From an optimization exercise on the open Yosys and OpenROAD flow, aimed at small area; shortcuts taken in it are not production practice. In this exercise RTL edits were held to simulation tests only and were not proved equivalent to the original. Power figures rest on the tool's default switching activity, not on a simulated workload.

==> inputs of run a <==
==> flow/design.v <==
module ddsblk (
    input  wire        clk,
    input  wire        reset,       
    input  wire        req_valid,
    input  wire [31:0] req_freq,    
    input  wire [63:0] req_phase,   
    output wire        ready,
    input  wire        busy,
    output wire        tx_valid,
    output reg  [7:0]  tx_data,
    output reg         tx_eof,
    output wire        bus_wo,      
    output wire [2:0]  cs,
    output wire        dds_rst,
    output wire        dds_sleep,
    output wire        bufsel
);
    localparam [20:0] FDIV = 21'd1171875;         
    localparam [21:0] FADD = 22'd585937;          
    localparam [64:0] PDIV = 65'h1921fb54442d18469;  
    reg        ini;
    reg  [4:0] cnt;
    reg        prg;         
    reg        abuf;        
    reg [26:0] cf;          
    reg [62:0] cp;          
    wire idle = !ini && cnt == 5'd0;
    wire load = idle && req_valid;
    wire same_cur  = req_freq[26:0] == cf && req_phase[62:0] == cp;
    wire same_zero = req_freq[26:0] == 27'd0 && req_phase[62:0] == 63'd0;
    wire noop = prg ? same_cur : same_zero;
    wire [26:0] cf_d = load ? req_freq[26:0] : cf;
    wire [62:0] cp_d = load ? req_phase[62:0] : cp;
    always @(posedge clk) begin
        cf <= cf_d;
        cp <= cp_d;
    end
    always @(posedge clk) begin
        if (reset) begin
            ini  <= 1'b1;
            cnt  <= 5'd0;
            prg  <= 1'b0;
            abuf <= 1'b0;
        end else if (ini) begin
            if (cnt == 5'd24) begin
                ini <= 1'b0;
                cnt <= 5'd0;
            end else begin
                cnt <= cnt + 5'd1;
            end
        end else begin
            if (cnt == 5'd0) begin
                if (req_valid && !noop) cnt <= 5'd1;
            end else if (cnt == 5'd14 || cnt == 5'd15) begin
                cnt <= busy ? 5'd15 : 5'd16;
            end else if (cnt == 5'd24) begin
                cnt  <= 5'd0;
                abuf <= !abuf;
            end else begin
                cnt <= cnt + 5'd1;
            end
            if (cnt == 5'd2) prg <= 1'b1;
        end
    end
    wire cs_hi = ini ? (cnt == 5'd0)
                     : (cnt == 5'd0 || cnt == 5'd1 || cnt == 5'd16 || cnt == 5'd17);
    assign cs       = {3{cs_hi}};
    assign ready    = idle;
    assign bus_wo   = !ini && cnt >= 5'd4 && cnt <= 5'd16;
    assign tx_valid = ini ? (cnt == 5'd2 || cnt == 5'd3 || (cnt >= 5'd5 && cnt <= 5'd18))
                          : (cnt >= 5'd9 && cnt <= 5'd14);
    assign dds_rst  = ini ? ((cnt >= 5'd4 && cnt <= 5'd18) || cnt == 5'd24)
                          : (!prg || (cnt >= 5'd3 && cnt <= 5'd19));
    assign dds_sleep = ini ? (cnt == 5'd24) : !prg;
    assign bufsel   = abuf ^ (!ini && cnt >= 5'd19);
    reg  [64:0] ps;
    reg  [12:0] pq;
    wire [10:0] pe    = cp_d[62:52];
    wire [11:0] pe_k  = {1'b0, pe} + {7'b0, cnt};
    wire        gate  = pe_k >= 12'd1025;           
    wire        run   = !idle && pe_k >= 12'd1026;   
    wire [64:0] ps_in = run ? ps : {1'b0, 1'b1, cp_d[51:0], 11'd0};
    wire [65:0] pt    = {ps_in, 1'b0};
    wire [66:0] pdif  = {1'b0, pt} - {2'b0, PDIV};
    wire        pbit  = !pdif[66];
    wire        pnew  = pbit && gate;
    always @(posedge clk) begin
        ps <= pbit ? pdif[64:0] : pt[64:0];
        pq <= {pq[11:0], pnew};
    end
    wire [12:0] q4 = {pq[11:0], pnew};
    wire [3:0]  pw_hi = q4[12:9] + {3'd0, &q4[8:0]};
    wire [7:0]  pw_lo = pq[8:1] + {7'd0, pq[0]};
    reg  [20:0] fr;
    reg  [17:0] fq;
    reg  [2:0]  fbits;
    always @(*) begin
        case (cnt)
            5'd3:    fbits = cf[7:5];
            5'd4:    fbits = cf[4:2];
            5'd5:    fbits = {cf[1:0], FADD[21]};
            5'd6:    fbits = FADD[20:18];
            5'd7:    fbits = FADD[17:15];
            5'd8:    fbits = FADD[14:12];
            5'd9:    fbits = FADD[11:9];
            5'd10:   fbits = FADD[8:6];
            5'd11:   fbits = FADD[5:3];
            default: fbits = FADD[2:0];
        endcase
    end
    reg  [20:0] fr_w;
    reg  [2:0]  fnib;
    reg  [22:0] ft;
    integer i;
    always @(*) begin
        fr_w = (cnt == 5'd3) ? {2'b00, cf[26:8]} : fr;
        for (i = 2; i >= 0; i = i - 1) begin
            ft = {1'b0, fr_w, fbits[i]} - {2'b0, FDIV};
            fnib[i] = !ft[22];
            fr_w = fnib[i] ? ft[20:0] : {fr_w[19:0], fbits[i]};
        end
    end
    always @(posedge clk) begin
        fr <= fr_w;
        fq <= {fq[14:0], fnib};
    end
    wire t = !abuf;
    always @(*) begin
        tx_data = 8'h00;
        tx_eof  = 1'b0;
        if (ini) begin
            case (cnt)
                5'd2, 5'd17: tx_data = 8'h23;
                5'd5:        tx_data = 8'h40;
                5'd9:        tx_data = 8'hC0;
                5'd11:       tx_data = 8'h80;
                5'd15:       tx_data = 8'hE0;
                default:     tx_data = 8'h00;
            endcase
            tx_eof = (cnt == 5'd3) || (cnt >= 5'd5 && !cnt[0]);
        end else begin
            case (cnt)
                5'd9:    tx_data = {t, !t, 2'b00, fq[15:12]};
                5'd10:   tx_data = fq[14:7];
                5'd11:   tx_data = fq[9:2];
                5'd12:   tx_data = {fq[4:0], fnib};
                5'd13:   tx_data = {2'b11, t, 1'b0, pw_hi};
                default: tx_data = pw_lo;
            endcase
            tx_eof = !cnt[0];
        end
    end
endmodule
==> flow/flow/run.sh <==
#!/bin/bash
# Own layout flow: the standard flow (standard.sh) with three changes:
#  - synthesis runs the standard flow's script, but its abc call maps the logic with an
#    area-oriented ABC script (flow/abc_area.script) and the real clock period,
#    and the full-adder extraction is off (ADDER_MAP_FILE empty);
#  - port buffers are buf_1 cells;
#  - CTS uses clkbuf_8 clusters of at most 16 sinks and no dummy loads.
# Every tool's output goes to flow.log and ORFS's own logs under orfs/.
set -euo pipefail
W=$(pwd)
F=$W/flow
{ head -n 1 "$W/synth_recipe.tcl"; cat "$F/abc_override.tcl"; tail -n +2 "$W/synth_recipe.tcl"; } > "$W/own_synth.tcl"
export OWN_ABC_SCRIPT="$F/abc_area.script"
export OWN_ABC_D=$(awk -v p="$FLOW_PERIOD_NS" 'BEGIN { printf "%d", p * 1000 }')
bash "$W/standard.sh" \
  SYNTH_SCRIPT="$W/own_synth.tcl" \
  ADDER_MAP_FILE= \
  "BUFFER_PORTS_ARGS=-buffer_cell sky130_fd_sc_hd__buf_1" \
  "CTS_ARGS=-sink_clustering_enable -repair_clock_nets -dont_use_dummy_load -buf_list sky130_fd_sc_hd__clkbuf_8 -sink_clustering_size 16 -sink_clustering_max_diameter 80" \
  finish > "$W/flow.log" 2>&1
==> flow/flow/abc_area.script <==
strash
&get -n
&fraig -x
&put
dc2
dc2
strash
dch -f
amap -F 4 -A 10
topo
strash
dch -f
amap -F 4 -A 10
topo
strash
dch -f
amap -F 4 -A 10
topo
strash
dch -f
amap -F 4 -A 10
topo
strash
dch -f
amap -F 4 -A 10
topo
==> flow/flow/abc_override.tcl <==
# Map logic with an area-oriented ABC script and the real clock period (in ps) as
# the delay target; register mapping and everything else stay the standard flow's.
proc abc {args} {
  set i [lsearch -exact $args -script]
  if {$i >= 0} { set args [lreplace $args $i [expr {$i + 1}]] }
  set j [lsearch -exact $args -D]
  if {$j >= 0} { set args [lreplace $args $j [expr {$j + 1}]] }
  yosys abc -script $::env(OWN_ABC_SCRIPT) -D $::env(OWN_ABC_D) {*}$args
}
==> flow/standard.sh <==
#!/bin/bash
# synth_recipe.tcl (not shown) runs the flow's synth.tcl, then flattens the netlist and writes it again
# the make line also repeats each setting of config.mk as NAME=value (left out here)
make -C /OpenROAD-flow-scripts/flow DESIGN_CONFIG=/design/flow/config.mk WORK_HOME=/design/flow/orfs CLKGATE_MAP_FILE= SYNTH_SCRIPT=/design/flow/synth_recipe.tcl "${@:-finish}"
==> flow/config.mk <==
export PLATFORM = sky130hd
export DESIGN_NAME = ddsblk
export DESIGN_NICKNAME = ddsblk
export VERILOG_FILES = /design/flow/design.v
export SDC_FILE = /design/flow/constraint.sdc
export NUM_CORES = 4
export LEC_CHECK = 0
export CAP_MARGIN = 20
export CORE_MARGIN = 2
export CORE_UTILIZATION = 65
export SLEW_MARGIN = 20
==> flow/constraint.sdc <==
create_clock -name core_clock -period 70.0 [get_ports {clk}]
set_input_delay 14.0000 -clock core_clock [delete_from_list [all_inputs] [get_ports {clk}]]
set_output_delay 14.0000 -clock core_clock [all_outputs]
set_load 0.01 [all_outputs]
==> inputs of run b, as changes to run a <==
==> flow/flow/abc_area.script (replaced) <==
strash
&get -n
&fraig -x
&put
dc2
dc2
strash
dch -f
amap -F 4 -A 10
topo
==> comparison table <==
	run a	run b
Status	complete, no violations	complete, no violations
Vias	10300	10800
Multi-input gates	933	952
Multi-input gate share of the layout cell area	45.0%	45.4%
Total area of multi-input combinational cells	0.00496 sq mm	0.00517 sq mm
Slowest cell delay on critical path	0.72 ns	0.60 ns
First DRT Iteration DRCs	927	1060
Portion of the clock cycle consumed by the worst path in the final layout	57.7%	55.3%
Fraction of post-synthesis cell area in the top cell type by area	36.7%	35.6%
Int Power	0.234 mW	0.203 mW
Initial Utilization	66.3%	66.0%
Clock group	0.0600 mW	0.0597 mW
Worst slew pin tran	0.900 ns	1.23 ns
Clock network fraction of total power	15.4%	18.2%
Worst Hold Launch	fq[10]	fq[1]
Wire length of the first global-routing pass	45500 um	47300 um
Total core area	0.0152 sq mm	0.0158 sq mm
Total number of nets in the final design	1542	1595
Minimum hold slack	0.358 ns	0.356 ns
Floorplan row count	45	46
Maximum vdd drop	0.0244 mV	0.0305 mV
Synth Area per Inst	7.72 sq um	7.66 sq um
Detail-routed via count per cell	6.31	6.31
Routed Wire Length	29400 um	30800 um
Synth Area in Simple Gates	20.9%	20.7%

==> afterwards: timing with drivers on the ports <==
How much do the figures lean on ideal ports? The routed layouts below were timed once more, with nothing changed but the port constraints. Step 1, drivers: a clkbuf_16 drives clk and a buf_2 each remaining input, both assumed. Step 2 times the ports against the registers' clock, not the clock port: input delays grow and output delays shrink by t, the midpoint of the rising clock arrivals with the driver on. Three values: no drivers, after step 1, after step 2; two values: the first two.
run | shift t [ns] | slack for setup (ns) | worst slew at a driven data input, ns
run a | 0.535 | 29.629 / 29.607 / 29.607 | 0.06
run b | 0.539 | 31.301 / 31.275 / 31.275 | 0.07
After both steps setup and hold are still met in every run listed. The setup slack of run b, which loses most, moves by -0.026 ns with the drivers and by -0.026 ns with both steps.
